Context: an optimization exercise on an open-source flow, tuned for small area, a short achievable clock period and few clock cycles per item. The choices shown serve that exercise and are no tape-out recipe.
Function was checked by simulation only, so behaviour that the tests miss may differ from the original.
Power is estimated from default activity; no workload was simulated.

==> inputs of run H <==
Design scb_bank, start of the top module:
module scb_bank (
    input  wire         clk,
    input  wire         rst,           
    input  wire         cmd_valid,
    output wire         cmd_ready,
    input  wire [2:0]   cmd_op,
    input  wire [7:0]   cmd_id,
    input  wire [15:0]  cmd_val,
    input  wire [253:0] cmd_bank,
    output reg          rsp_valid,
    output wire [7:0]   rsp_status,
    output wire [7:0]   rsp_detail,
    output reg  [14:0]  rsp_value,
    output reg  [4:0]   rsp_index,
    output wire [253:0] rsp_bank
);
export LEC_CHECK = 0
export ABC_AREA = 1
export CAP_MARGIN = 20
export CORE_MARGIN = 2
export CORE_UTILIZATION = 40
export CTS_BUF_LIST = sky130_fd_sc_hd__clkbuf_4
export SLEW_MARGIN = 20
create_clock -name core_clock -period 50.0 [get_ports {clk}]
standard.sh (not shown) runs the stock make flow with config.mk's settings and CLKGATE_MAP_FILE= SYNTH_SCRIPT=/design/flow/synth_recipe.tcl, a recipe that flattens the netlist after the stock synthesis.
==> flow/flow/run.sh <==
#!/bin/bash
# Standard ORFS layout, with two changes to how it is made:
#  - ports are buffered with sky130_fd_sc_hd__buf_1 instead of the buffer
#    buffer_ports picks by itself (clkdlybuf4s50_1);
#  - repair_timing is asked to keep a setup slack margin, so the resizer works
#    on the critical paths although the 50 ns clock is met with a wide margin.
# The design, clock period and constraints are the standard flow's, unchanged.
set -euo pipefail
export BUFFER_PORTS_ARGS="-buffer_cell sky130_fd_sc_hd__buf_1"
export SETUP_SLACK_MARGIN=38.5
bash standard.sh > standard.log 2>&1
==> run Y (differences from run H) <==
--- a/flow/flow/run.sh
+++ b/flow/flow/run.sh
@@ -9,3 +9,3 @@
 export BUFFER_PORTS_ARGS="-buffer_cell sky130_fd_sc_hd__buf_1"
-export SETUP_SLACK_MARGIN=38.5
+export SETUP_SLACK_MARGIN=38
 bash standard.sh > standard.log 2>&1
- CORE_UTILIZATION: 40 -> 75
==> run P (differences from run H) <==
- ABC_AREA: 1 -> default
- CAP_MARGIN: 20 -> 40
- SLEW_MARGIN: 20 -> 40
- TNS_END_PERCENT: default -> 10
==> qor summary <==
| metric | run P | run H | run Y |
|---|---|---|---|
| Iteration-0 DRC count of the detailed router | 7659 | 3921 | - |
| Met3 Wirelength | 42200 microns | 14900 microns | - |
| Most frequent standard cell in the layout excluding fill and tap cells | buf_1 | nand2_1 | - |
| Slew Limit Fails | 0 | 0 | - |
| Path category of the worst min-delay check | reg -> reg | reg -> reg | - |
| Seq pwr share | 0.268 | 0.187 | - |
| Clock share of power | 0.264 | 0.172 | - |
| Pre-Repair DR Iteration Count | 12 | 7 | - |
| Peak Freq | 0.0837 GHz | 0.0860 GHz | - |
| Residual DRC | 0 | 0 | - |
| Per-cell routed wire length | 43.1 microns | 27.5 microns | - |
| Final setup violation count | 0 | 0 | - |
| Cells on worst reg2reg path | 32 | 92 | - |
| Fill cell instance count of the final layout | 6697 | 6045 | - |
| Number of standard-cell rows in the floorplan | 95 | 90 | 65 |
| Run status | timing/DRC/antenna clean | timing/DRC/antenna clean | did not finish |
| Stage where the flow stopped | - | - | global routing |
| Sequential-to-total area share from yosys stat | 0.221 | 0.250 | 0.250 |
| Total negative slack | 0 ns | 0 ns | - |
| Multi-input gate share of the layout cell area | 0.530 | 0.498 | - |
| Resized Gates After CTS | 298 | 1024 | 22 |
| Post-detailed-route via-to-cell ratio | 7.52 | 5.88 | - |
| Compound-cell area share of the yosys netlist | 0.330 | 0.157 | 0.157 |
| Worst min-delay path startpoint | nbank[250] | vbad0 | - |
| Synthesized cell area | 27300 sq um | 24200 sq um | 24200 sq um |
| Switch share | 0.476 | 0.517 | - |
| Multiplexer fraction of the synthesized cell area | 0.00408 | 0 | 0 |
| Startpoint of the worst register-to-register path | nbank[139] | nbank[9] | - |
Testbench counts of run H, summed over its fixed seeds: cycles 16,527, commands 16,000.
Testbench counts of run Y, summed over its fixed seeds: cycles 16,527, commands 16,000.
Testbench counts of run P, summed over its fixed seeds: cycles 16,527, commands 16,000.


==> run G: inputs <==
Starting RTL as in the previous note.
clock: 50.0 ns
lec_check: 0
abc_area: 1
cap_margin: 20
core_margin: 2
core_utilization: 40
cts_buf_list: sky130_fd_sc_hd__clkbuf_4
slew_margin: 60
tns_end_percent: 10
==> flow/flow/run.sh <==
#!/bin/bash
# Standard ORFS layout, with two changes to how it is made:
#  - ports are buffered with sky130_fd_sc_hd__buf_1 instead of the buffer
#    buffer_ports picks by itself (clkdlybuf4s50_1);
#  - repair_timing is asked to keep a setup slack margin, so the resizer works
#    on the critical paths although the 50 ns clock is met with a wide margin.
# The design, clock period and constraints are the standard flow's, unchanged.
set -euo pipefail
export BUFFER_PORTS_ARGS="-buffer_cell sky130_fd_sc_hd__buf_1"
export SETUP_SLACK_MARGIN=38.5
bash standard.sh > standard.log 2>&1
==> inputs of run E, as changes to run G <==
--- a/flow/flow/run.sh
+++ b/flow/flow/run.sh
@@ -9,3 +9,3 @@
 export BUFFER_PORTS_ARGS="-buffer_cell sky130_fd_sc_hd__buf_1"
-export SETUP_SLACK_MARGIN=38.5
+export SETUP_SLACK_MARGIN=38
 bash standard.sh > standard.log 2>&1
--- a/flow/config.mk
+++ b/flow/config.mk
@@ -11,4 +11,2 @@
 export CORE_UTILIZATION = 40
-export CTS_BUF_LIST = sky130_fd_sc_hd__clkbuf_4
-export SLEW_MARGIN = 60
-export TNS_END_PERCENT = 10
+export SLEW_MARGIN = 20
==> inputs of run B, as changes to run G <==
--- a/flow/flow/run.sh
+++ b/flow/flow/run.sh
@@ -9,3 +9,3 @@
 export BUFFER_PORTS_ARGS="-buffer_cell sky130_fd_sc_hd__buf_1"
-export SETUP_SLACK_MARGIN=38.5
+export SETUP_SLACK_MARGIN=37
 bash standard.sh > standard.log 2>&1
--- a/flow/config.mk
+++ b/flow/config.mk
@@ -12,3 +12,2 @@
 export CTS_BUF_LIST = sky130_fd_sc_hd__clkbuf_4
-export SLEW_MARGIN = 60
-export TNS_END_PERCENT = 10
+export SLEW_MARGIN = 20
==> summary.txt <==
### Status
* **status** timing/DRC/antenna clean

### Clock tree
* **clock insertion delay at the later pin of the skew report** 0.58 ns

### Global routing
* **grt met3 use** 9.66%

### Cells and area
* **non-clock buffer area fraction after layout** 10.2%

### Detailed routing
* **DRT Wirelength** 130 mm
* **Avg Vias per Cell** 5.85

The numbers above come from run E.

==> summary.txt <==
### Global routing
* **grt met3 use** 9.88%

### Status
* **status** timing/DRC/antenna clean

### Clock tree
* **clock insertion delay at the later pin of the skew report** 0.92 ns

### Cells and area
* **non-clock buffer area fraction after layout** 9.15%

### Detailed routing
* **Avg Vias per Cell** 5.76

The numbers above come from run B.

==> summary.txt <==
### Power
* **sequential group share of total power** 20.7%

### Detailed routing
* **Avg Vias per Cell** 5.74

### Status
* **status** timing/DRC/antenna clean

### Clock tree
* **clock insertion delay at the later pin of the skew report** 0.91 ns

### Global routing
* **grt met3 use** 9.42%

### Cells and area
* **non-clock buffer area fraction after layout** 10.4%

The numbers above come from run G.

Testbench counts of run G, summed over its fixed seeds: cycles 16,527, commands 16,000.
Testbench counts of run E, summed over its fixed seeds: cycles 16,527, commands 16,000.
Testbench counts of run B, summed over its fixed seeds: cycles 16,527, commands 16,000.

[afterwards: timing with drivers on the ports]
The flow's constraints put no driver on any port. The routed layouts listed below were extracted and timed again, unchanged, in two steps. Step 1 assumes that a clkbuf_16 drives the clock port and a buf_2 every other input. Step 2 adds t to the input delays and takes it off the output delays; t is the mean of the earliest and latest rising clock arrival at the registers after step 1. Input paths then give back, and output paths get back, about the clock's delay inside the block. a / b / c = ideal / step 1 / step 2; a / b = the first two.
run	t (ns)	slack for setup (ns)	worst setup path at the end	latest minus earliest clock arrival (ns)
run H	0.962	38.374 / 38.417 / 37.455	input to register	0.106 / 0.106
run P	0.976	38.052 / 37.981 / 37.552	input to register	0.085 / 0.085
run G	0.925	38.299 / 38.236 / 37.474	input to register	0.095 / 0.095
run E	0.632	38.026 / 38.070 / 37.438	input to register	0.021 / 0.022
run B	0.951	37.398 / 37.436 / 36.486	input to register	0.065 / 0.065
After both steps setup and hold are still met in every run listed. For run H, which loses most, drivers alone change the setup slack by +0.043 ns; drivers and shift together by -0.919 ns.
